From an optimization exercise on the open Yosys and OpenROAD flow, aimed at small area; shortcuts taken in it are not production practice. Function was checked by simulation only, so behaviour that the tests miss may differ from the original. Power figures rest on the tool's default switching activity, not on a simulated workload.

==> flow/design.v (outline; a module is shown in full before it is edited, if it fits) <==
// module ir_volume: 1524 lines
module ir_volume(clk, rst, ir_in, gtick, att_ack, att_sel_n, att_valid, att_byte, tens_we, ones_we, seg_tens, seg_ones);
  // ...
==> flow/flow/run.sh <==
#!/bin/bash
# The standard layout (standard.sh) with these changes:
#  - synthesis maps the logic with ABC for area only (flow/area.abc) instead of
#    ORFS's delay-bounded mapping, buffering and sizing, and leaves adders to
#    ABC (no separate half/full adder cells); everything else in the
#    synthesis script (registers, names, flattening) is the standard flow's own;
#  - every input and output port gets the smallest buffer (buf_1);
#  - clock tree: clkbuf_4 buffers, sinks clustered by up to 14, no dummy loads.
set -euo pipefail
here=$(pwd)
# synthesis script: the standard flow's, with the ABC call given flow/area.abc as its script
{
  head -n 1 synth_recipe.tcl
  cat <<EOT
proc abc {args} {
  set i [lsearch -exact \$args -script]
  if { \$i >= 0 } { set args [lreplace \$args \$i [expr {\$i + 1}] -script $here/flow/area.abc] }
  yosys abc {*}\$args
}
EOT
  tail -n +2 synth_recipe.tcl
} > area_synth.tcl
sed "s#SYNTH_SCRIPT=[^ ]*synth_recipe.tcl#SYNTH_SCRIPT=$here/area_synth.tcl ADDER_MAP_FILE=#" standard.sh > area_standard.sh
grep -q "SYNTH_SCRIPT=$here/area_synth.tcl ADDER_MAP_FILE=" area_standard.sh
export BUFFER_PORTS_ARGS="-buffer_cell sky130_fd_sc_hd__buf_1"
export CTS_ARGS="-sink_clustering_enable -repair_clock_nets -buf_list sky130_fd_sc_hd__clkbuf_8 -dont_use_dummy_load"
bash area_standard.sh > standard.log 2>&1
==> flow/flow/area.abc <==
strash
dch -f
amap
topo
==> flow/standard.sh <==
#!/bin/bash
# synth_recipe.tcl (not shown) runs the flow's synth.tcl, then flattens the netlist and writes it again
# the make line also repeats each setting of config.mk as NAME=value (left out here)
make -C /OpenROAD-flow-scripts/flow DESIGN_CONFIG=/design/flow/config.mk WORK_HOME=/design/flow/orfs CLKGATE_MAP_FILE= SYNTH_SCRIPT=/design/flow/synth_recipe.tcl "${@:-finish}"
==> flow/config.mk <==
export PLATFORM = sky130hd
export DESIGN_NAME = ir_volume
export DESIGN_NICKNAME = ir_volume
export VERILOG_FILES = /design/flow/design.v
export SDC_FILE = /design/flow/constraint.sdc
export NUM_CORES = 4
export LEC_CHECK = 0
export ABC_AREA = 1
export CAP_MARGIN = 20
export CORE_MARGIN = 2
export CORE_UTILIZATION = 65
export SLEW_MARGIN = 20
==> flow/constraint.sdc <==
create_clock -name core_clock -period 10.0 [get_ports {clk}]
set_input_delay 2.0000 -clock core_clock [delete_from_list [all_inputs] [get_ports {clk}]]
set_output_delay 2.0000 -clock core_clock [all_outputs]
set_load 0.01 [all_outputs]
==> impl_metrics.xml, run 1 <==
<?xml version="1.0" encoding="UTF-8"?>
<metrics>
  <group name="status">
    <metric name="outcome" unit="">complete, no violations</metric>
  </group>
  <group name="layout">
    <metric name="final_core_utilization" unit="">0.734</metric>
    <metric name="area_share_nonclk_buffers" unit="">0.0338</metric>
    <metric name="largest_register_by_flop_count" unit="">pcnt</metric>
    <metric name="multi_input_area_share" unit="">0.545</metric>
    <metric name="final.clkbuf_count" unit="">5</metric>
    <metric name="layout_commonest_cell" unit="">nor2_1</metric>
    <metric name="multi_input_area" unit="um^2">2060</metric>
    <metric name="num-multi-input-gates" unit="">392</metric>
  </group>
  <group name="synthesis">
    <metric name="post_synth_fa_ha_maj_area_fraction" unit="">0</metric>
    <metric name="yosys_warnings" unit="">1</metric>
    <metric name="synth_simple_gate_area_frac" unit="">0.280</metric>
    <metric name="synth-xor-area-share" unit="">0</metric>
    <metric name="syn-instance-count" unit="">532</metric>
    <metric name="synth.lib_cells_used.distinct" unit="">42</metric>
    <metric name="synth_edf_count" unit="">0</metric>
  </group>
  <group name="worst_setup_path">
    <metric name="worst_path_most_repeated_cell" unit="">clkinv_1</metric>
    <metric name="timing.critical_path.arrival" unit="ps">6190</metric>
    <metric name="ff2ff_path_depth" unit="">12</metric>
    <metric name="worstSetupEndpointType" unit="">primary output</metric>
    <metric name="critical_path.endpoint" unit="">att_byte[4]</metric>
    <metric name="cp_max_fo" unit="">7</metric>
    <metric name="timing.critical_path.slowest_cell_delay" unit="ps">810</metric>
    <metric name="critical_path.startpoint" unit="">gst[0]$_DFF_P_</metric>
    <metric name="setup.worst_path.class" unit="">reg2out</metric>
  </group>
  <group name="clocking">
    <metric name="clock_sink_count" unit="">56</metric>
    <metric name="tritoncts_clock_tree" unit="">yes</metric>
    <metric name="clkSlewWorstSetupHoldPaths" unit="ps">100</metric>
    <metric name="cts.repair.resized" unit="">0</metric>
  </group>
  <group name="global_route">
    <metric name="pin_count_of_the_biggest_net_entering_global_routing" unit="">20</metric>
    <metric name="met1_global_route_usage" unit="">0.455</metric>
  </group>
  <group name="floorplan">
    <metric name="rows" unit="">26</metric>
    <metric name="n_tap_cell" unit="">70</metric>
  </group>
  <group name="timing">
    <metric name="fin_hold_ws" unit="ps">420</metric>
    <metric name="timing.slew.headroom" unit="">0.329</metric>
    <metric name="final.setup_skew" unit="ps">23.7</metric>
  </group>
  <group name="drt">
    <metric name="top_layer_used" unit="">met4</metric>
    <metric name="vias_per_cell" unit="">6.55</metric>
    <metric name="met1_length" unit="um">4140</metric>
    <metric name="wl" unit="um">10200</metric>
    <metric name="detail_route.first_pass.iterations" unit="">5</metric>
  </group>
  <group name="hold_path">
    <metric name="min_delay_path_depth" unit="">1</metric>
    <metric name="min-delay-start" unit="">pcnt[0]$_DFF_P_</metric>
  </group>
  <group name="placement">
    <metric name="placed_cell_area" unit="um^2">3700</metric>
  </group>
  <group name="power_and_ir_drop">
    <metric name="power.density_cell_area" unit="nW/um^2">188</metric>
  </group>
</metrics>
==> run 2: changes to the inputs <==
--- a/flow/design.v
+++ b/flow/design.v
@@ -712,22 +712,22 @@
   assign _0057_ = _0056_ & ~(st[0]);
   assign tens_we = _0057_ & ~(_0055_);
   assign _0058_ = ~(st[2] | st[1]);
   assign _0059_ = ~(_0058_ & st[0]);
   assign _0060_ = st[3] & ~(_0059_);
   assign _0061_ = ~gst[2];
   assign _0062_ = gst[0] & ~(gst[3]);
   assign _0063_ = _0061_ & ~(_0062_);
-  assign _0064_ = gst[0] & ~(gst[1]);
+  assign _0064_ = gst[0] & ~((~gst[1]));
   assign _0065_ = _0061_ & ~(_0064_);
   assign _0066_ = _0065_ | gst[3];
   assign _0067_ = _0063_ | ~(_0066_);
   assign _0068_ = _0067_ | flag;
-  assign _0069_ = sav[1] & ~(_0068_);
+  assign _0069_ = (~sav[1]) & ~(_0068_);
   assign _0070_ = _0063_ ^ ones[0];
   assign _0071_ = _0070_ & ~(flag);
   assign _0072_ = ~(ones[1] | ones[0]);
   assign _0073_ = ~(ones[1] & ones[0]);
   assign _0074_ = _0073_ & ~(_0072_);
   assign _0075_ = _0074_ | ~(_0071_);
   assign _0076_ = ~ones[2];
   assign _0077_ = _0076_ ? ones[1] : _0073_;
@@ -740,68 +740,68 @@
   assign _0084_ = ~(_0071_ & _0083_);
   assign _0085_ = _0072_ & ~(_0076_);
   assign _0086_ = ones[2] | ones[1];
   assign _0087_ = ones[0] & ~(_0086_);
   assign _0088_ = _0087_ & ~(ones[3]);
   assign _0089_ = _0088_ | _0085_;
   assign _0090_ = _0089_ | _0084_;
   assign _0091_ = ~(_0090_ | _0082_);
-  assign _0092_ = ~(gst[3] | gst[1]);
+  assign _0092_ = ~(gst[3] | (~gst[1]));
   assign _0093_ = _0063_ ? _0092_ : _0066_;
   assign _0094_ = _0071_ ^ _0083_;
   assign _0095_ = _0094_ | _0093_;
   assign _0096_ = ~(_0095_ | _0091_);
   assign _0097_ = ~(_0096_ | _0069_);
-  assign _0098_ = sav[2] & ~(_0068_);
+  assign _0098_ = (~sav[2]) & ~(_0068_);
   assign _0099_ = _0082_ & ~(_0093_);
   assign _0100_ = ~(_0099_ | _0098_);
-  assign _0101_ = sav[0] & ~(_0068_);
+  assign _0101_ = (~sav[0]) & ~(_0068_);
   assign _0102_ = ~(flag ^ ones[0]);
   assign _0103_ = _0102_ & ~(_0093_);
   assign _0104_ = ~(_0103_ | _0101_);
   assign _0105_ = _0100_ | ~(_0104_);
   assign _0106_ = _0097_ & ~(_0105_);
   assign _0107_ = ~_0104_;
   assign _0108_ = _0107_ & ~(_0097_);
-  assign _0109_ = sav[4] & ~(_0068_);
+  assign _0109_ = (~sav[4]) & ~(_0068_);
   assign _0110_ = ~_0093_;
   assign _0111_ = ~tens[0];
   assign _0112_ = _0091_ ^ _0111_;
   assign _0113_ = _0110_ & ~(_0112_);
   assign _0114_ = ~(_0113_ | _0109_);
   assign _0115_ = ~_0114_;
-  assign _0116_ = sav[6] & ~(_0068_);
+  assign _0116_ = (~sav[6]) & ~(_0068_);
   assign _0117_ = ~tens[1];
   assign _0118_ = tens[0] | ones[3];
   assign _0119_ = ~(tens[0] & ones[3]);
   assign _0120_ = _0117_ ? _0118_ : _0119_;
   assign _0121_ = _0091_ & ~(_0120_);
   assign _0122_ = ~(_0121_ & tens[2]);
   assign _0123_ = ~(_0121_ | tens[2]);
   assign _0124_ = _0123_ | _0093_;
   assign _0125_ = _0122_ & ~(_0124_);
   assign _0126_ = ~(_0125_ | _0116_);
   assign _0127_ = _0115_ & ~(_0126_);
-  assign _0128_ = _0068_ | ~(sav[3]);
+  assign _0128_ = _0068_ | ~((~sav[3]));
   assign _0129_ = _0077_ | ~(_0071_);
   assign _0130_ = ~(_0129_ & ones[3]);
   assign seg_ones[6] = ~_0080_;
   assign _0131_ = ~(ones[1] & ones[3]);
   assign _0132_ = ones[2] & ~(_0131_);
   assign seg_ones[0] = ~(_0132_ | _0089_);
   assign _0133_ = seg_ones[0] & ~(seg_ones[6]);
   assign _0134_ = _0133_ & _0071_;
   assign _0135_ = _0130_ & ~(_0134_);
   assign _0136_ = ~(_0135_ | _0093_);
   assign _0137_ = _0128_ & ~(_0136_);
   assign _0138_ = _0100_ & _0137_;
   assign _0139_ = _0127_ ? _0108_ : _0138_;
   assign _0140_ = ~(_0139_ | _0106_);
-  assign _0141_ = _0068_ | ~(sav[5]);
+  assign _0141_ = _0068_ | ~((~sav[5]));
   assign _0142_ = _0119_ & _0118_;
   assign _0143_ = _0091_ & ~(_0142_);
   assign _0144_ = _0143_ ^ _0117_;
   assign _0145_ = _0110_ & ~(_0144_);
   assign _0146_ = _0141_ & ~(_0145_);
   assign _0147_ = _0100_ & ~(_0108_);
   assign _0148_ = _0126_ & ~(_0146_);
   assign _0149_ = _0147_ & ~(_0148_);
@@ -809,17 +809,17 @@
   assign _0151_ = _0097_ & ~(_0107_);
   assign _0152_ = _0114_ & ~(_0151_);
   assign _0153_ = _0150_ | ~(_0152_);
   assign _0154_ = _0149_ & ~(_0153_);
   assign _0155_ = _0154_ | _0146_;
   assign _0156_ = _0155_ | _0140_;
   assign _0157_ = ~_0100_;
   assign _0158_ = _0157_ & ~(_0097_);
-  assign _0159_ = sav[7] & ~(_0068_);
+  assign _0159_ = (~sav[7]) & ~(_0068_);
   assign _0160_ = tens[2] ^ tens[1];
   assign _0161_ = _0121_ & ~(_0160_);
   assign _0162_ = _0161_ | tens[3];
   assign _0163_ = ~tens[3];
   assign _0164_ = _0161_ & ~(_0163_);
   assign _0165_ = _0164_ | _0093_;
   assign _0166_ = _0162_ & ~(_0165_);
   assign _0167_ = _0166_ | _0159_;
@@ -1036,40 +1036,40 @@
   assign _0362_ = ~(cmd[1] | nbits[1]);
   assign _0363_ = _0362_ | _0361_;
   assign _0364_ = nbits[3] | ~(nbits[4]);
   assign _0365_ = _0363_ & ~(_0364_);
   assign _0366_ = nbits[0] | ~(nbits[3]);
   assign _0367_ = _0355_ & ~(_0366_);
   assign _0368_ = _0367_ | _0352_;
   assign _0369_ = _0368_ | _0365_;
-  assign _0370_ = thr[1] | ~(pcnt[1]);
+  assign _0370_ = thr[1] | ~((~pcnt[1]));
   assign _0371_ = pcnt[0] & ~(thr[0]);
   assign _0372_ = _0370_ & ~(_0371_);
   assign _0373_ = thr[2] & ~(pcnt[2]);
-  assign _0374_ = thr[1] & ~(pcnt[1]);
+  assign _0374_ = thr[1] & ~((~pcnt[1]));
   assign _0375_ = _0374_ | _0373_;
   assign _0376_ = _0375_ | _0372_;
-  assign _0377_ = pcnt[3] & ~(thr[3]);
+  assign _0377_ = pcnt[3] & ~((~thr[3]));
   assign _0378_ = pcnt[2] & ~(thr[2]);
   assign _0379_ = _0378_ | _0377_;
   assign _0380_ = _0376_ & ~(_0379_);
-  assign _0381_ = thr[3] & ~(pcnt[3]);
+  assign _0381_ = (~thr[3]) & ~(pcnt[3]);
   assign _0382_ = thr[4] & ~(pcnt[4]);
   assign _0383_ = _0382_ | _0381_;
   assign _0384_ = _0383_ | _0380_;
   assign _0385_ = pcnt[4] & ~(thr[4]);
-  assign _0386_ = pcnt[5] & ~(thr[5]);
+  assign _0386_ = pcnt[5] & ~((~thr[5]));
   assign _0387_ = _0386_ | _0385_;
   assign _0388_ = _0384_ & ~(_0387_);
-  assign _0389_ = thr[6] & ~(pcnt[6]);
-  assign _0390_ = thr[5] & ~(pcnt[5]);
+  assign _0389_ = (~thr[6]) & ~(pcnt[6]);
+  assign _0390_ = (~thr[5]) & ~(pcnt[5]);
   assign _0391_ = _0390_ | _0389_;
   assign _0392_ = _0391_ | _0388_;
-  assign _0393_ = pcnt[6] & ~(thr[6]);
+  assign _0393_ = pcnt[6] & ~((~thr[6]));
   assign _0394_ = pcnt[8] | pcnt[7];
   assign _0395_ = _0394_ | _0393_;
   assign _0396_ = _0392_ & ~(_0395_);
   assign _0397_ = _0396_ ^ _0369_;
   assign _0398_ = _0344_ & ~(_0397_);
   assign _0399_ = ~(nbits[3] | nbits[1]);
   assign _0400_ = _0350_ | _0353_;
   assign _0401_ = _0399_ & ~(_0400_);
@@ -1119,17 +1119,17 @@
   assign _0436_ = att_valid & ~(att_ack);
   assign _0437_ = _0342_ | ~(_0336_);
   assign _0438_ = ir_in & ~(_0437_);
   assign _0439_ = _0339_ & ~(_0058_);
   assign _0440_ = ~(_0439_ | _0438_);
   assign _0441_ = ~(pcnt[7] & pcnt[6]);
   assign _0442_ = pcnt[8] & ~(_0441_);
   assign _0443_ = ~(pcnt[2] | pcnt[3]);
-  assign _0444_ = pcnt[1] & pcnt[0];
+  assign _0444_ = (~pcnt[1]) & pcnt[0];
   assign _0445_ = pcnt[4] & pcnt[5];
   assign _0446_ = _0445_ & _0444_;
   assign _0447_ = ~(_0446_ & _0443_);
   assign _0448_ = _0442_ & ~(_0447_);
   assign _0449_ = ~(_0448_ | _0440_);
   assign _0450_ = ~(_0449_ | _0436_);
   assign _0451_ = ~_0450_;
   assign _0452_ = _0058_ & ~(st[3]);
@@ -1138,27 +1138,27 @@
   assign _0455_ = st[3] ? _0058_ : _0059_;
   assign _0456_ = _0454_ & ~(_0455_);
   assign _0457_ = ~(_0456_ | _0453_);
   assign _0458_ = _0338_ & ~(_0341_);
   assign _0459_ = ~(cmd[0] | cmd[1]);
   assign _0460_ = ir_in & ~(_0459_);
   assign _0461_ = ~(_0460_ & _0458_);
   assign _0462_ = gap[2] | ~(gap[1]);
-  assign _0463_ = ~(gap[6] & gap[3]);
+  assign _0463_ = ~((~gap[6]) & gap[3]);
   assign _0464_ = _0463_ | _0462_;
   assign _0465_ = gap[5] & gap[4];
   assign _0466_ = gap[7] & ~(gap[0]);
   assign _0467_ = ~(_0466_ & _0465_);
   assign _0468_ = _0467_ | _0464_;
   assign _0469_ = ~(_0468_ | _0461_);
   assign _0470_ = ~(_0066_ | cmd[1]);
   assign _0471_ = ~(cmd[0] & cmd[1]);
   assign _0472_ = ~(_0471_ | _0067_);
-  assign _0473_ = ~(gap[6] | gap[7]);
+  assign _0473_ = ~((~gap[6]) | gap[7]);
   assign _0474_ = ~gap[3];
   assign _0475_ = gap[2] | gap[1];
   assign _0476_ = _0474_ & ~(_0475_);
   assign _0477_ = _0465_ & ~(_0476_);
   assign _0478_ = _0473_ & ~(_0477_);
   assign _0479_ = _0478_ | _0461_;
   assign _0480_ = _0479_ | _0472_;
   assign _0481_ = _0480_ | _0470_;
@@ -1178,32 +1178,32 @@
   assign _0495_ = _0451_ & ~(_0493_);
   assign _0496_ = _0495_ | rst;
   assign _0001_ = _0496_ | _0494_;
   assign _0497_ = tens_we & ~(_0067_);
   assign _0498_ = rst | ~(flag);
   assign _0499_ = _0498_ | ~(_0497_);
   assign _0500_ = tens[1] & ~(_0499_);
   assign _0501_ = _0497_ | rst;
-  assign _0502_ = sav[5] & ~(_0501_);
+  assign _0502_ = (~sav[5]) & ~(_0501_);
   assign _0002_ = _0502_ | _0500_;
   assign _0503_ = tens[0] & ~(_0499_);
-  assign _0504_ = sav[4] & ~(_0501_);
+  assign _0504_ = (~sav[4]) & ~(_0501_);
   assign _0003_ = _0504_ | _0503_;
   assign _0505_ = ~rst;
   assign _0506_ = ~(_0435_ & _0505_);
   assign _0507_ = _0506_ | ones[2];
   assign _0508_ = _0435_ | rst;
   assign _0509_ = _0100_ & ~(_0508_);
   assign _0004_ = _0507_ & ~(_0509_);
   assign _0510_ = ~(_0435_ | _0067_);
   assign _0511_ = _0498_ | ~(_0510_);
   assign _0512_ = ones[3] & ~(_0511_);
   assign _0513_ = _0510_ | rst;
-  assign _0514_ = sav[3] & ~(_0513_);
+  assign _0514_ = (~sav[3]) & ~(_0513_);
   assign _0005_ = _0514_ | _0512_;
   assign _0515_ = _0444_ & pcnt[2];
   assign _0516_ = _0515_ & pcnt[3];
   assign _0517_ = _0516_ & pcnt[4];
   assign _0518_ = _0517_ & pcnt[5];
   assign _0519_ = _0518_ & pcnt[6];
   assign _0520_ = _0519_ & pcnt[7];
   assign _0521_ = _0520_ | pcnt[8];
@@ -1229,17 +1229,17 @@
   assign _0011_ = _0535_ | _0534_;
   assign _0536_ = _0505_ & ~(_0488_);
   assign _0537_ = ~gap[1];
   assign _0538_ = gtick & gap[0];
   assign _0539_ = _0538_ & ~(_0537_);
   assign _0540_ = gap[3] & gap[2];
   assign _0541_ = ~(_0540_ & _0539_);
   assign _0542_ = _0465_ & ~(_0541_);
-  assign _0543_ = ~(_0542_ ^ gap[6]);
+  assign _0543_ = ~(_0542_ ^ (~gap[6]));
   assign _0012_ = _0536_ & ~(_0543_);
   assign _0544_ = flag & ~(_0458_);
   assign _0545_ = ~(_0072_ & _0076_);
   assign _0546_ = _0545_ | _0118_;
   assign _0547_ = ~(_0546_ | seg_tens[6]);
   assign _0548_ = _0547_ | cmd[0];
   assign _0549_ = ~cmd[0];
   assign _0550_ = _0547_ & ~(_0549_);
@@ -1253,20 +1253,20 @@
   assign _0558_ = _0548_ & ~(_0557_);
   assign _0013_ = _0558_ | _0544_;
   assign _0559_ = ~(_0444_ & _0433_);
   assign _0560_ = ~(_0559_ | _0443_);
   assign _0561_ = ~(_0560_ & _0339_);
   assign _0562_ = thr[0] & ~(_0561_);
   assign _0563_ = _0562_ & thr[1];
   assign _0564_ = _0563_ & thr[2];
-  assign _0565_ = _0564_ & thr[3];
+  assign _0565_ = _0564_ & (~thr[3]);
   assign _0566_ = _0565_ & thr[4];
-  assign _0567_ = _0566_ & thr[5];
-  assign _0568_ = _0567_ ^ thr[6];
+  assign _0567_ = _0566_ & (~thr[5]);
+  assign _0568_ = _0567_ ^ (~thr[6]);
   assign _0014_ = _0568_ & ~(_0452_);
   assign _0569_ = _0541_ | ~(gap[4]);
   assign _0570_ = _0569_ ^ gap[5];
   assign _0015_ = _0536_ & ~(_0570_);
   assign _0571_ = _0541_ ^ gap[4];
   assign _0016_ = _0536_ & ~(_0571_);
   assign _0572_ = ~gap[2];
   assign _0573_ = _0539_ & ~(_0572_);
@@ -1276,17 +1276,17 @@
   assign _0018_ = _0536_ & ~(_0575_);
   assign _0576_ = _0538_ ^ _0537_;
   assign _0019_ = _0536_ & ~(_0576_);
   assign _0577_ = ~(_0468_ & gtick);
   assign _0578_ = gap[0] ? gtick : _0577_;
   assign _0020_ = _0536_ & ~(_0578_);
   assign _0579_ = _0486_ | _0485_;
   assign _0580_ = _0579_ | ~(gst[0]);
-  assign _0581_ = gst[1] & ~(_0580_);
+  assign _0581_ = (~gst[1]) & ~(_0580_);
   assign _0582_ = gst[2] & ~(_0581_);
   assign _0583_ = _0481_ & ~(_0582_);
   assign _0584_ = _0583_ | _0580_;
   assign _0585_ = gap[5] | gap[4];
   assign _0586_ = _0585_ | _0540_;
   assign _0587_ = _0586_ | gap[7];
   assign _0588_ = _0486_ & ~(_0473_);
   assign _0589_ = ~(_0588_ & _0452_);
@@ -1319,81 +1319,81 @@
   assign _0610_ = nbits[0] & ~(_0609_);
   assign _0611_ = _0596_ & ~(_0399_);
   assign _0612_ = nbits[4] & ~(_0611_);
   assign _0613_ = _0399_ & ~(nbits[0]);
   assign _0614_ = _0346_ & ~(_0613_);
   assign _0615_ = _0614_ | _0612_;
   assign _0616_ = _0344_ & ~(_0615_);
   assign _0027_ = _0616_ | _0610_;
-  assign _0617_ = sav[2] & ~(_0513_);
+  assign _0617_ = (~sav[2]) & ~(_0513_);
   assign _0618_ = ones[2] & ~(_0511_);
   assign _0028_ = _0618_ | _0617_;
   assign _0619_ = _0549_ & ~(_0481_);
   assign _0620_ = ~(_0619_ | _0591_);
   assign _0029_ = _0620_ & ~(_0583_);
-  assign _0621_ = sav[1] & ~(_0513_);
+  assign _0621_ = (~sav[1]) & ~(_0513_);
   assign _0622_ = ones[1] & ~(_0511_);
   assign _0030_ = _0622_ | _0621_;
   assign _0623_ = tens[3] & ~(_0528_);
   assign _0624_ = _0167_ & ~(_0530_);
   assign _0031_ = _0624_ | _0623_;
-  assign _0625_ = sav[0] & ~(_0513_);
+  assign _0625_ = (~sav[0]) & ~(_0513_);
   assign _0626_ = ones[0] & ~(_0511_);
   assign _0032_ = _0626_ | _0625_;
   assign _0627_ = gst[3] | ~(_0581_);
-  assign _0628_ = _0580_ & ~(gst[1]);
+  assign _0628_ = _0580_ & ~((~gst[1]));
   assign _0629_ = _0628_ | _0592_;
   assign _0033_ = _0627_ & ~(_0629_);
-  assign _0630_ = sav[6] & ~(_0501_);
+  assign _0630_ = (~sav[6]) & ~(_0501_);
   assign _0631_ = tens[2] & ~(_0499_);
   assign _0034_ = _0631_ | _0630_;
-  assign _0632_ = _0566_ | thr[5];
+  assign _0632_ = _0566_ | (~thr[5]);
   assign _0633_ = _0567_ | _0452_;
   assign _0035_ = _0632_ & ~(_0633_);
   assign _0634_ = _0565_ | thr[4];
   assign _0635_ = _0566_ | _0452_;
   assign _0036_ = _0634_ & ~(_0635_);
-  assign _0636_ = _0564_ | thr[3];
+  assign _0636_ = _0564_ | (~thr[3]);
   assign _0637_ = _0565_ | _0452_;
   assign _0037_ = _0636_ & ~(_0637_);
   assign _0638_ = _0563_ | thr[2];
   assign _0639_ = _0564_ | _0452_;
   assign _0038_ = _0638_ & ~(_0639_);
   assign _0640_ = _0562_ | thr[1];
   assign _0641_ = _0563_ | _0452_;
   assign _0039_ = _0640_ & ~(_0641_);
   assign _0642_ = thr[0] | ~(_0561_);
   assign _0643_ = _0562_ | _0452_;
   assign _0040_ = _0642_ & ~(_0643_);
-  assign _0644_ = ~(_0542_ & gap[6]);
+  assign _0644_ = ~(_0542_ & (~gap[6]));
   assign _0645_ = _0644_ ^ gap[7];
   assign _0041_ = _0536_ & ~(_0645_);
   assign _0646_ = _0519_ | pcnt[7];
   assign _0647_ = _0520_ | _0440_;
   assign _0042_ = _0646_ & ~(_0647_);
   assign _0648_ = _0518_ | pcnt[6];
   assign _0649_ = _0519_ | _0440_;
   assign _0043_ = _0648_ & ~(_0649_);
   assign _0650_ = _0506_ | ones[3];
   assign _0651_ = _0137_ & ~(_0508_);
   assign _0044_ = _0650_ & ~(_0651_);
   assign _0652_ = _0517_ | pcnt[5];
   assign _0653_ = _0518_ | _0440_;
   assign _0045_ = _0652_ & ~(_0653_);
-  assign _0654_ = sav[7] & ~(_0501_);
+  assign _0654_ = (~sav[7]) & ~(_0501_);
   assign _0655_ = tens[3] & ~(_0499_);
   assign _0046_ = _0655_ | _0654_;
   assign _0656_ = _0516_ ^ pcnt[4];
   assign _0047_ = _0656_ & ~(_0440_);
   assign _0657_ = _0515_ ^ pcnt[3];
   assign _0048_ = _0657_ & ~(_0440_);
   assign _0658_ = _0444_ ^ pcnt[2];
   assign _0049_ = _0658_ & ~(_0440_);
-  assign _0659_ = pcnt[1] ^ pcnt[0];
+  assign _0659_ = (~pcnt[1]) ^ pcnt[0];
   assign _0050_ = _0659_ & ~(_0440_);
   assign _0051_ = _0440_ | ~(pcnt[0]);
   assign _0660_ = _0449_ & ~(_0433_);
   assign _0661_ = _0454_ & ~(_0437_);
   assign _0662_ = _0661_ | _0344_;
   assign _0663_ = ~(_0662_ | _0660_);
   assign _0052_ = ~(_0663_ & _0536_);
   assign _0053_ = _0434_ & ~(rst);
@@ -1423,17 +1423,17 @@
     st[1] <= _0054_;
   always @(posedge clk)
     st[2] <= _0052_;
   always @(posedge clk)
     st[3] <= _0053_;
   always @(posedge clk)
     pcnt[0] <= _0051_;
   always @(posedge clk)
-    pcnt[1] <= _0050_;
+    pcnt[1] <= ~(_0050_);
   always @(posedge clk)
     pcnt[2] <= _0049_;
   always @(posedge clk)
     pcnt[3] <= _0048_;
   always @(posedge clk)
     pcnt[4] <= _0047_;
   always @(posedge clk)
     pcnt[5] <= _0045_;
@@ -1445,45 +1445,45 @@
     pcnt[8] <= _0006_;
   always @(posedge clk)
     thr[0] <= _0040_;
   always @(posedge clk)
     thr[1] <= _0039_;
   always @(posedge clk)
     thr[2] <= _0038_;
   always @(posedge clk)
-    thr[3] <= _0037_;
+    thr[3] <= ~(_0037_);
   always @(posedge clk)
     thr[4] <= _0036_;
   always @(posedge clk)
-    thr[5] <= _0035_;
+    thr[5] <= ~(_0035_);
   always @(posedge clk)
-    thr[6] <= _0014_;
+    thr[6] <= ~(_0014_);
   always @(posedge clk)
     gst[2] <= _0029_;
   always @(posedge clk)
     gst[3] <= _0026_;
   always @(posedge clk)
     gst[0] <= _0021_;
   always @(posedge clk)
-    gst[1] <= _0033_;
+    gst[1] <= ~(_0033_);
   always @(posedge clk)
     gap[0] <= _0020_;
   always @(posedge clk)
     gap[1] <= _0019_;
   always @(posedge clk)
     gap[2] <= _0018_;
   always @(posedge clk)
     gap[3] <= _0017_;
   always @(posedge clk)
     gap[4] <= _0016_;
   always @(posedge clk)
     gap[5] <= _0015_;
   always @(posedge clk)
-    gap[6] <= _0012_;
+    gap[6] <= ~(_0012_);
   always @(posedge clk)
     gap[7] <= _0041_;
   always @(posedge clk)
     tens[0] <= _0011_;
   always @(posedge clk)
     tens[1] <= _0010_;
   always @(posedge clk)
     tens[2] <= _0009_;
@@ -1493,31 +1493,31 @@
     ones[0] <= _0008_;
   always @(posedge clk)
     ones[1] <= _0007_;
   always @(posedge clk)
     ones[2] <= _0004_;
   always @(posedge clk)
     ones[3] <= _0044_;
   always @(posedge clk)
-    sav[4] <= _0003_;
+    sav[4] <= ~(_0003_);
   always @(posedge clk)
-    sav[5] <= _0002_;
+    sav[5] <= ~(_0002_);
   always @(posedge clk)
-    sav[6] <= _0034_;
+    sav[6] <= ~(_0034_);
   always @(posedge clk)
-    sav[7] <= _0046_;
+    sav[7] <= ~(_0046_);
   always @(posedge clk)
-    sav[0] <= _0032_;
+    sav[0] <= ~(_0032_);
   always @(posedge clk)
-    sav[1] <= _0030_;
+    sav[1] <= ~(_0030_);
   always @(posedge clk)
-    sav[2] <= _0028_;
+    sav[2] <= ~(_0028_);
   always @(posedge clk)
-    sav[3] <= _0005_;
+    sav[3] <= ~(_0005_);
   always @(posedge clk)
     flag <= _0013_;
   always @(posedge clk)
     cmd[0] <= _0000_[0];
   always @(posedge clk)
     cmd[1] <= _0000_[1];
   assign seg_ones[7] = 1'h0;
   assign seg_tens[7] = 1'h0;
--- a/flow/flow/run.sh
+++ b/flow/flow/run.sh
@@ -1,16 +1,16 @@
 #!/bin/bash
 # The standard layout (standard.sh) with these changes:
 #  - synthesis maps the logic with ABC for area only (flow/area.abc) instead of
 #    ORFS's delay-bounded mapping, buffering and sizing, and leaves adders to
 #    ABC (no separate half/full adder cells); everything else in the
 #    synthesis script (registers, names, flattening) is the standard flow's own;
 #  - every input and output port gets the smallest buffer (buf_1);
-#  - clock tree: clkbuf_4 buffers, sinks clustered by up to 14, no dummy loads.
+#  - clock tree: clkbuf_8 buffers only, no dummy loads.
 set -euo pipefail
 here=$(pwd)
 # synthesis script: the standard flow's, with the ABC call given flow/area.abc as its script
 {
   head -n 1 synth_recipe.tcl
   cat <<EOT
 proc abc {args} {
   set i [lsearch -exact \$args -script]
==> flow/config.mk (replaced) <==
export PLATFORM = sky130hd
export DESIGN_NAME = ir_volume
export DESIGN_NICKNAME = ir_volume
export VERILOG_FILES = /design/flow/design.v
export SDC_FILE = /design/flow/constraint.sdc
export NUM_CORES = 4
export LEC_CHECK = 0
export ABC_AREA = 1
export CAP_MARGIN = 20
export CORE_MARGIN = 2
export CORE_UTILIZATION = 80
export SLEW_MARGIN = 20
==> run 2 against run 1 <==
The flow now stops in global placement without I/O (3_1_place_gp_skip_io); synthesized cell count decreased by 3.4%; synthesized area decreased by 0.57%.
==> impl_metrics.xml, run 2 <==
<?xml version="1.0" encoding="UTF-8"?>
<metrics>
  <group name="floorplan">
    <metric name="die-width" unit="um">70.0</metric>
    <metric name="die_span_y" unit="um">70.0</metric>
    <metric name="initial_core_util" unit="">0.852</metric>
    <metric name="rows" unit="">23</metric>
  </group>
  <group name="synthesis">
    <metric name="synth_async_sr_flop_share" unit="">0</metric>
    <metric name="synth_top_cell_area_share" unit="">0.322</metric>
    <metric name="synth.cell_area" unit="um^2">3480</metric>
    <metric name="synth.largest_area_cell" unit="">dfxtp_1</metric>
    <metric name="yosys_warnings" unit="">1</metric>
    <metric name="avgSynthCellArea" unit="um^2">6.77</metric>
    <metric name="synth.yosys.seq_area_share" unit="">0.322</metric>
    <metric name="largest_cells_by_area_after_synthesis" unit="">dfxtp_1, nor2_1, clkinv_1</metric>
    <metric name="yosys-top-cells-count" unit="">nor2_1, clkinv_1, dfxtp_1, nand2_1, o21ai_0</metric>
    <metric name="synth_most_common_cell" unit="">nor2_1</metric>
    <metric name="syn-instance-count" unit="">514</metric>
    <metric name="synth.lib_cells_used.distinct" unit="">46</metric>
    <metric name="synth.ff_latch_count" unit="">56</metric>
    <metric name="synth_ff_type" unit="">dfxtp_1</metric>
    <metric name="synth_edf_count" unit="">0</metric>
  </group>
  <group name="status">
    <metric name="error_that_ended_the_run" unit="">[ERROR GPL-0301] Utilization 101.274 % exceeds 100%.</metric>
    <metric name="outcome" unit="">aborted with a tool error</metric>
    <metric name="outcome.stop_stage" unit="">global placement without I/O (3_1_place_gp_skip_io)</metric>
  </group>
</metrics>
## run 2: cell types whose count changed after synthesis, sizes merged, moves of 2 or more
cell,before,now
nand3,7,9
o221a,0,3
a211oi,15,10
nor2,129,123
o22a,5,13
a211o,0,2
clkinv,83,69
o22ai,39,30
o21ai,35,31
nor3,22,26
o21a,4,2
o221ai,3,5
## run 2: cells by family after synthesis
| group | Yosys count | share of synthesized area |
|---|---|---|
| AND/OR/NAND/NOR | 225 | 0.280 |
| AO/OA/AOI/OAI | 161 | 0.318 |
| buffers and inverters | 71 | 0.0787 |
| flip-flops | 56 | 0.322 |
| other | 1 | 0.00108 |
==> run 3: changes to the inputs <==
--- a/flow/config.mk
+++ b/flow/config.mk
@@ -10,3 +10,3 @@
 export CORE_MARGIN = 2
-export CORE_UTILIZATION = 80
+export CORE_UTILIZATION = 65
 export SLEW_MARGIN = 20
==> run 3 against run 2 <==
The run now finishes clean; synthesized area unchanged; synthesized cell count unchanged.
==> impl_metrics.xml, run 3 <==
<?xml version="1.0" encoding="UTF-8"?>
<metrics>
  <group name="status">
    <metric name="outcome" unit="">complete, no violations</metric>
  </group>
  <group name="synthesis">
    <metric name="largest_cells_by_area_after_synthesis" unit="">dfxtp_1, nor2_1, clkinv_1</metric>
    <metric name="synth_edf_count" unit="">0</metric>
    <metric name="synth_simple_gate_area_frac" unit="">0.280</metric>
    <metric name="yosys-top-cells-count" unit="">nor2_1, clkinv_1, dfxtp_1, nand2_1, o21ai_0</metric>
    <metric name="synth.largest_area_cell" unit="">dfxtp_1</metric>
    <metric name="synth.yosys.seq_area_share" unit="">0.322</metric>
    <metric name="synth_top_cell_area_share" unit="">0.322</metric>
    <metric name="synth.ff_latch_count" unit="">56</metric>
    <metric name="synth-compound-area-share" unit="">0.318</metric>
    <metric name="muxShareOfSynthArea" unit="">0</metric>
    <metric name="main_combinational_cell_family_by_area_after_synthesis" unit="">compound AO/OA/AOI/OAI gates</metric>
    <metric name="synth_ff_type" unit="">dfxtp_1</metric>
    <metric name="syn-instance-count" unit="">514</metric>
    <metric name="synth_async_sr_flop_share" unit="">0</metric>
    <metric name="synth-xor-area-share" unit="">0</metric>
    <metric name="post_synth_fa_ha_maj_area_fraction" unit="">0</metric>
    <metric name="synth.cell_area" unit="um^2">3480</metric>
    <metric name="avgSynthCellArea" unit="um^2">6.77</metric>
    <metric name="synth.lib_cells_used.distinct" unit="">46</metric>
    <metric name="synth_most_common_cell" unit="">nor2_1</metric>
    <metric name="yosys_warnings" unit="">1</metric>
  </group>
  <group name="drt">
    <metric name="vias_per_cell" unit="">6.73</metric>
    <metric name="drtAntennaViolNets" unit="">0</metric>
    <metric name="route.detailed.drc" unit="">0</metric>
    <metric name="wl" unit="um">10600</metric>
    <metric name="routedWlPerCell" unit="um">17.1</metric>
    <metric name="detail_route.first_pass.iterations" unit="">6</metric>
    <metric name="total_via_count_after_detailed_routing" unit="">4174</metric>
    <metric name="dr.first_iter.drc_count" unit="">730</metric>
  </group>
  <group name="floorplan">
    <metric name="initial_core_util" unit="">0.677</metric>
    <metric name="boundaryPins" unit="">33</metric>
    <metric name="die-width" unit="um">77.2</metric>
    <metric name="die_span_y" unit="um">77.2</metric>
    <metric name="rows" unit="">26</metric>
    <metric name="coreArea" unit="um^2">5140</metric>
    <metric name="dieArea" unit="um^2">5960</metric>
  </group>
  <group name="placement">
    <metric name="place.port_buffers" unit="">30</metric>
    <metric name="detailedPlace.worstSlack" unit="ps">2410</metric>
    <metric name="post-place-cells" unit="">615</metric>
    <metric name="gp_congestion" unit="">1.11</metric>
    <metric name="post-dp-hpwl" unit="um">8080</metric>
  </group>
  <group name="clocking">
    <metric name="max-clock-path-buffers" unit="">2</metric>
    <metric name="post_cts.repair.setup_buffers" unit="">0</metric>
    <metric name="cts.repair.resized" unit="">0</metric>
    <metric name="clkSlewWorstSetupHoldPaths" unit="ps">100</metric>
    <metric name="count_of_hold_fix_buffers_inserted_at_cts" unit="">0</metric>
    <metric name="tritoncts_clock_tree" unit="">yes</metric>
    <metric name="root_buffer" unit="">clkbuf_8</metric>
    <metric name="clock_tree.htree_level_count" unit="">2</metric>
    <metric name="clkLatencyLatePin" unit="ps">310</metric>
    <metric name="clock_sink_count" unit="">56</metric>
    <metric name="numCtsBuffers" unit="">5</metric>
  </group>
  <group name="layout">
    <metric name="layout.cells.non_filler" unit="">620</metric>
    <metric name="commonest_non_fill_non_tap_cells_in_the_layout" unit="">nor2_1, clkinv_1, dfxtp_1</metric>
    <metric name="post_route_cells_drive_above_1_share" unit="">0.0127</metric>
    <metric name="biggestRegsByFlops" unit="">pcnt x9, gap x8, sav x8</metric>
    <metric name="layout_commonest_cell" unit="">nor2_1</metric>
    <metric name="insertedDiodeCount" unit="">0</metric>
    <metric name="max_ffs_per_register" unit="">9</metric>
    <metric name="largest_register_by_flop_count" unit="">pcnt</metric>
    <metric name="finalNetCount" unit="">557</metric>
    <metric name="area_delta_synth_final" unit="%">7.84</metric>
    <metric name="filler_cell_count" unit="">425</metric>
  </group>
  <group name="worst_setup_path">
    <metric name="setup.worst_path.class" unit="">reg2out</metric>
    <metric name="timing.critical_path.arrival" unit="ps">6290</metric>
    <metric name="worstSetupEndpointType" unit="">primary output</metric>
    <metric name="worst_setup_path_start_kind" unit="">flop</metric>
    <metric name="cp_max_fo" unit="">16</metric>
    <metric name="critical_path_required" unit="ps">8000</metric>
  </group>
  <group name="timing">
    <metric name="timing.final.setup_violations" unit="">0</metric>
    <metric name="timing.setup.tns" unit="ps">0</metric>
    <metric name="fmax" unit="MHz">121</metric>
    <metric name="period_share" unit="">0.829</metric>
    <metric name="postLayoutSetupSlackWorst" unit="ps">1710</metric>
    <metric name="worstMarginPinSlew" unit="ps">1090</metric>
    <metric name="final.setup_skew" unit="ps">23.5</metric>
    <metric name="timing.slew.headroom" unit="">0.268</metric>
    <metric name="period_minus_slack" unit="ps">8290</metric>
    <metric name="final_hold_viol_count" unit="">0</metric>
    <metric name="timing.final.max_slew_violations" unit="">0</metric>
    <metric name="setup_repair_after_global_routing_missed_its_margin" unit="">no</metric>
    <metric name="fin_hold_ws" unit="ps">423</metric>
  </group>
  <group name="global_route">
    <metric name="gr-total-overflow" unit="">0</metric>
    <metric name="grt_pass1_wl" unit="um">17500</metric>
    <metric name="groute.usage.overall" unit="">0.356</metric>
    <metric name="number_of_antenna_violations_at_the_first_check_in_global_routing" unit="">0</metric>
    <metric name="grt_pass1_vias" unit="">3777</metric>
    <metric name="pin_count_of_the_biggest_net_entering_global_routing" unit="">17</metric>
  </group>
  <group name="run">
    <metric name="drv.max_cap_violation_count" unit="">0</metric>
  </group>
  <group name="power_and_ir_drop">
    <metric name="power.density_cell_area" unit="nW/um^2">193</metric>
    <metric name="power.static_leakage" unit="nW">1.16</metric>
    <metric name="vdd_drop_max" unit="mV">0.170</metric>
  </group>
  <group name="hold_path">
    <metric name="worstHoldPathType" unit="">reg2reg</metric>
  </group>
</metrics>
==> run 3: cell counts after synthesis <==
No cell type changed its count.
==> run 3: critical path: stages, from the launching register on <==
cell      delay (ps)
dfxtp_1          360
clkinv_1          80
o21ai_0          310
clkinv_1         180
o221ai_1         400
clkinv_1         160
o21ai_0          130
a21oi_1          130
nor4_1           530
nor2_1            90
o32ai_1          950
clkinv_1         750
nor2_1           500
nand2_1          170
o32a_1           210
o21ai_0          120
o21ai_0          220
a21oi_1          200
nor3_1            60
nor4_1           240
buf_1            190
==> run 3: per-stage QoR <==
stage | utilization | power, mW | cell area, um^2
global placement | 0.717 | 0.588 | 3680
floorplan | - | 0.513 | 3480
global route | 0.730 | 0.762 | 3750
CTS | 0.730 | 0.711 | 3750
detailed placement | 0.717 | 0.600 | 3680
finish | 0.730 | 0.723 | 3750
==> run 3: final timing paths <==
path / start / endpoint / slack [ps] / depth (start not counted)
min reg2reg: pcnt[0]$_DFF_P_ / pcnt[0]$_DFF_P_ / 420 / 1
max reg2reg: gst[0]$_DFF_P_ / tens[0]$_DFF_P_ / 5560 / 12
max: gst[0]$_DFF_P_ / att_byte[5] / 1710 / 20
min: pcnt[0]$_DFF_P_ / pcnt[0]$_DFF_P_ / 420 / 1
==> run 3: where the power goes <==
part / switching, mW / internal [mW] / leakage, nW
sequential: 0.0430 / 0.256 / 0.456
clock: 0.0695 / 0.0455 / 0.0359
combinational: 0.207 / 0.102 / 0.672
total: 0.319 / 0.404 / 1.16
==> run 3: cell families (layout without fill, tap and decap cells) <==
| logic type | after synthesis | count (layout) |
|---|---|---|
| and+or+nand+nor | 225 | 225 |
| AOI/OAI and AO/OA | 161 | 161 |
| buffers and inverters | 71 | 106 |
| DFF | 56 | 56 |
| other | 1 | 2 |
==> run 3: layout make-up <==
cell class	count	area [um^2]	share of cell area
clock buffers	5	68.8	0.0183
inverters	69	259	0.0690
multi-input cells	388	2090	0.557
flip-flops and latches	56	1120	0.299
well taps	70	87.6	0.0233
repair buffers	32	128	0.0340
==> run 3: layer usage <==
metal,up-vias,wire length (um),global-route usage
met5,-,0,0
met4,0,510,0.163
met3,71,1040,0.0753
met2,297,4780,0.588
met1,1858,4240,0.443
li1,1948,-,-

-- re-timing with driven ports --
How much do the figures lean on ideal ports? The routed layouts below were timed once more, with nothing changed but the port constraints.
Step 1 (the two cells are an assumption about what drives the block):
set clk [get_ports {clk}]
set_driving_cell -lib_cell sky130_fd_sc_hd__clkbuf_16 $clk
set_driving_cell -lib_cell sky130_fd_sc_hd__buf_2 [delete_from_list [all_inputs] $clk]
Step 2 adds t to the input delays and takes it off the output delays; t is the mean of the earliest and latest rising clock arrival at the registers after step 1. Input paths then give back, and output paths get back, about the clock's delay inside the block.
Three values: no drivers, after step 1, after step 2; two values: the first two.
run | t, ns | slack for setup (ns) | clock arrival spread, ns
run 1 | 0.325 | 1.811 / 1.780 / 2.105 | 0.025 / 0.024
run 3 | 0.328 | 1.707 / 1.676 / 2.004 | 0.023 / 0.024
After both steps every run listed still meets setup and hold.
